From an optimization exercise on the open Yosys and OpenROAD flow, aimed at small area, a short achievable clock period and few clock cycles; shortcuts taken in it are not production practice. At most, simulation tests tie the RTL to the original design; equivalence was not proved.

==> flow/design.v (excerpt) <==
module cc1_codec (
    input  wire        clk,
    input  wire        rst,           
    input  wire        cmd_valid,
    input  wire [31:0] cmd,
    output wire        ready,
    input  wire [7:0]  buf_we,
    input  wire [63:0] buf_wdata,
    input  wire [8:0]  arg_we,
    input  wire [71:0] arg_wdata,
    output wire [63:0] buf_q,
    output wire [71:0] arg_q,
    output wire [71:0] out_q,
    output wire [7:0]  res,
    output wire [7:0]  status
);
Size: about 1900 cells after synthesis, ~270 flip-flops, roughly 410 I/O pins, about 17000 um^2 of cells after synthesis.
==> flow/config.mk <==
export PLATFORM = sky130hd
export DESIGN_NAME = cc1_codec
export DESIGN_NICKNAME = cc1_codec
export VERILOG_FILES = /design/flow/design.v
export SDC_FILE = /design/flow/constraint.sdc
export NUM_CORES = 4
export LEC_CHECK = 0
export CAP_MARGIN = 20
export CORE_MARGIN = 2
export CORE_UTILIZATION = 40
export PLACE_DENSITY = 0.6
export SLEW_MARGIN = 20
export TNS_END_PERCENT = 0
==> flow/constraint.sdc <==
create_clock -name core_clock -period 10.0 [get_ports {clk}]
set_input_delay 2.0000 -clock core_clock [delete_from_list [all_inputs] [get_ports {clk}]]
set_output_delay 2.0000 -clock core_clock [all_outputs]
set_load 0.01 [all_outputs]
standard.sh (not shown) runs the stock make flow with config.mk's settings and CLKGATE_MAP_FILE= SYNTH_SCRIPT=/design/flow/synth_recipe.tcl, a recipe that flattens the netlist after the stock synthesis.
==> flow/flow/run.sh <==
#!/bin/bash
# ORFS layout via the standard.sh, in stages:
#  - port buffers from sky130_fd_sc_hd__buf_1 instead of the default cell;
#  - synthesis, floorplan and placement with the default setup margin;
set -euo pipefail
export BUFFER_PORTS_ARGS="-buffer_cell sky130_fd_sc_hd__buf_1"
bash standard.sh synth > make_synth.log 2>&1
bash standard.sh floorplan > make_floorplan.log 2>&1
bash standard.sh place > make_place.log 2>&1
export SETUP_SLACK_MARGIN=$(cat flow/margin.txt)
bash standard.sh > make_finish.log 2>&1
==> flow/flow/margin.txt <==
6.5
Testbench counts at the start, summed over its fixed seeds: cycles 27,999.
Next try:
--- a/flow/design.v
+++ b/flow/design.v
@@ -65,22 +65,24 @@
     wire is_getf  = rsv_ok && (cls == 4'h6) && (op[3:2] == 2'd0) && (v != 2'd0) && (v != 2'd3);
     wire is_legal = is_crc | is_make | is_enc | is_dec | is_valid | is_gethc | is_getf;
     wire len7_ok = !nb && (len >= 8'd7);
     wire len8_ok = !nb && (len >= 8'd8);
     wire vA = (v == 2'd0);
     wire vP = (v == 2'd1);
     wire vR = v[1];
-    wire [6:0] mk_rp1 = (arg_r[2] > 8'd100) ? 7'd101 : arg_r[2][6:0] + 7'd1;
+    wire [6:0] inc2   = arg_r[2][6:0] + 7'd1;        
+    wire       a5_zero = (arg_r[5] == 8'd0);
+    wire [6:0] mk_rp1 = (arg_r[2] > 8'd100) ? 7'd101 : inc2;
     wire [1:0] mk_lc  = arg_r[3][1:0];
     wire [3:0] mk_lt  = (arg_r[4] < 8'd1) ? 4'd1 : (arg_r[4] > 8'd15) ? 4'd15 : arg_r[4][3:0];
-    wire [1:0] mk_lf  = (arg_r[5] < 8'd1) ? 2'd1 : (arg_r[5] > 8'd3)  ? 2'd3  : arg_r[5][1:0];
-    wire [5:0] mk_rh1 = (arg_r[2] > 8'd50)  ? 6'd51  : arg_r[2][5:0] + 6'd1;
+    wire [1:0] mk_lf  = a5_zero ? 2'd1 : (arg_r[5] > 8'd3)  ? 2'd3  : arg_r[5][1:0];
+    wire [5:0] mk_rh1 = (arg_r[2] > 8'd50)  ? 6'd51  : inc2[5:0];
     wire [7:0] mk_tp1 = (arg_r[3] > 8'd199) ? 8'd200 : arg_r[3] + 8'd1;
     wire [7:0] mk_tr1 = (arg_r[4] > 8'd199) ? 8'd200 : arg_r[4] + 8'd1;
-    wire [5:0] mk_al  = (arg_r[5] < 8'd1) ? 6'd1 : (arg_r[5] > 8'd62) ? 6'd62 : arg_r[5][5:0];
+    wire [5:0] mk_al  = a5_zero ? 6'd1 : (arg_r[5] > 8'd62) ? 6'd62 : arg_r[5][5:0];
     wire       mk_s   = (arg_r[6] != 8'd0);
     wire       mk_w   = (arg_r[7] != 8'd0);
     wire       mk_sy  = (arg_r[8] != 8'd0);
     wire       mk_valid = (arg_r[0] != 8'hFF) && (arg_r[1] != 8'hFF);
     wire [7:0] pe3 = {1'b0, p_rp1};
     wire [7:0] pe4 = {p_lf, p_lt, p_lc};
     wire [7:0] re3 = {r_w, r_s, r_rh1};
@@ -487,25 +489,27 @@
     wire fr_r  = chk_r && crc_ok;
     wire fr_ok = vA ? fr_a : vP ? fr_p : fr_r;
     wire go       = cmd_valid;
     wire enc_ok   = go && is_enc && len7_ok && !(ck && !len8_ok);
     wire dec_go   = go && is_dec;
     wire dec_ok   = dec_go && len8_ok && fr_ok;
     wire make_go  = go && is_make;
-    wire wr_a  = (make_go || dec_ok) && vA;
-    wire wr_p  = (make_go || dec_ok) && vP;
-    wire wr_r  = (make_go || dec_ok) && vR;
+    wire wr_p  = vP && (make_go || (dec_go && len8_ok && fr_p));
+    wire wr_r  = vR && (make_go || (dec_go && len8_ok && fr_r));
     wire hc_a  = (make_go || dec_go) && vA;
     wire hc_p  = (make_go || dec_go) && vP;
     wire hc_r  = (make_go || dec_go) && vR;
     wire [7:0] hc1_n = make_go ? arg_r[0] : dec_ok ? buf_r[1] : 8'hFF;
     wire [7:0] hc2_n = make_go ? arg_r[1] : dec_ok ? buf_r[2] : 8'hFF;
     wire [7:0] sel_hc1 = vA ? a_hc1 : vP ? p_hc1 : r_hc1;
     wire [7:0] sel_hc2 = vA ? a_hc2 : vP ? p_hc2 : r_hc2;
-    wire       sel_valid = (sel_hc1 != 8'hFF) && (sel_hc2 != 8'hFF);
+    wire       val_a = (a_hc1 != 8'hFF) && (a_hc2 != 8'hFF);
+    wire       val_p = (p_hc1 != 8'hFF) && (p_hc2 != 8'hFF);
+    wire       val_r = (r_hc1 != 8'hFF) && (r_hc2 != 8'hFF);
+    wire       sel_valid = vA ? val_a : vP ? val_p : val_r;
     reg [7:0] res_n;
     always @(*) begin
         res_n = 8'h00;
         if (is_crc)
             res_n = (len7_ok && buf_r[0] != 8'h00) ? buf_crc : 8'h00;
         else if (is_make)
             res_n = {7'd0, mk_valid};
Outcome:
- critical path depth came out lower by 1
- design area came out higher by about 3%
- fmax rose by about 0.56%
- routed wire length rose by about 6%
- register-to-register slack hardly moves
- via count increases by 4.4%
Only the layout flow was run in the second run of this note; the RTL was not checked for function there.

static timing again, ports no longer ideal:
In the flow no input, the clock included, has a driving cell. The finished layouts below were timed again as built, in two steps.
Step 1 (the two cells are an assumption about what drives the block):
set clk [get_ports {clk}]
set_driving_cell -lib_cell sky130_fd_sc_hd__clkbuf_16 $clk
set_driving_cell -lib_cell sky130_fd_sc_hd__buf_2 [delete_from_list [all_inputs] $clk]
Step 2 moves the port delays by t, midway between the first and last clock arrival at a register: inputs arrive t later, outputs are due t later. That takes back most of the time a late clock gives input paths.
Slacks: ideal ports / drivers / drivers and shift; pairs: ideal ports / drivers.
run	t, ns	slack for setup (ns)	hold slack, ns
the first run	0.601	6.040 / 6.070 / 5.468	0.453 / 0.453 / 0.453
the second run	0.607	6.062 / 6.062 / 5.501	0.452 / 0.452 / 0.452
After both steps setup and hold are still met in every run listed. The setup slack of the first run, which loses most, moves by +0.030 ns with the drivers and by -0.572 ns with both steps.
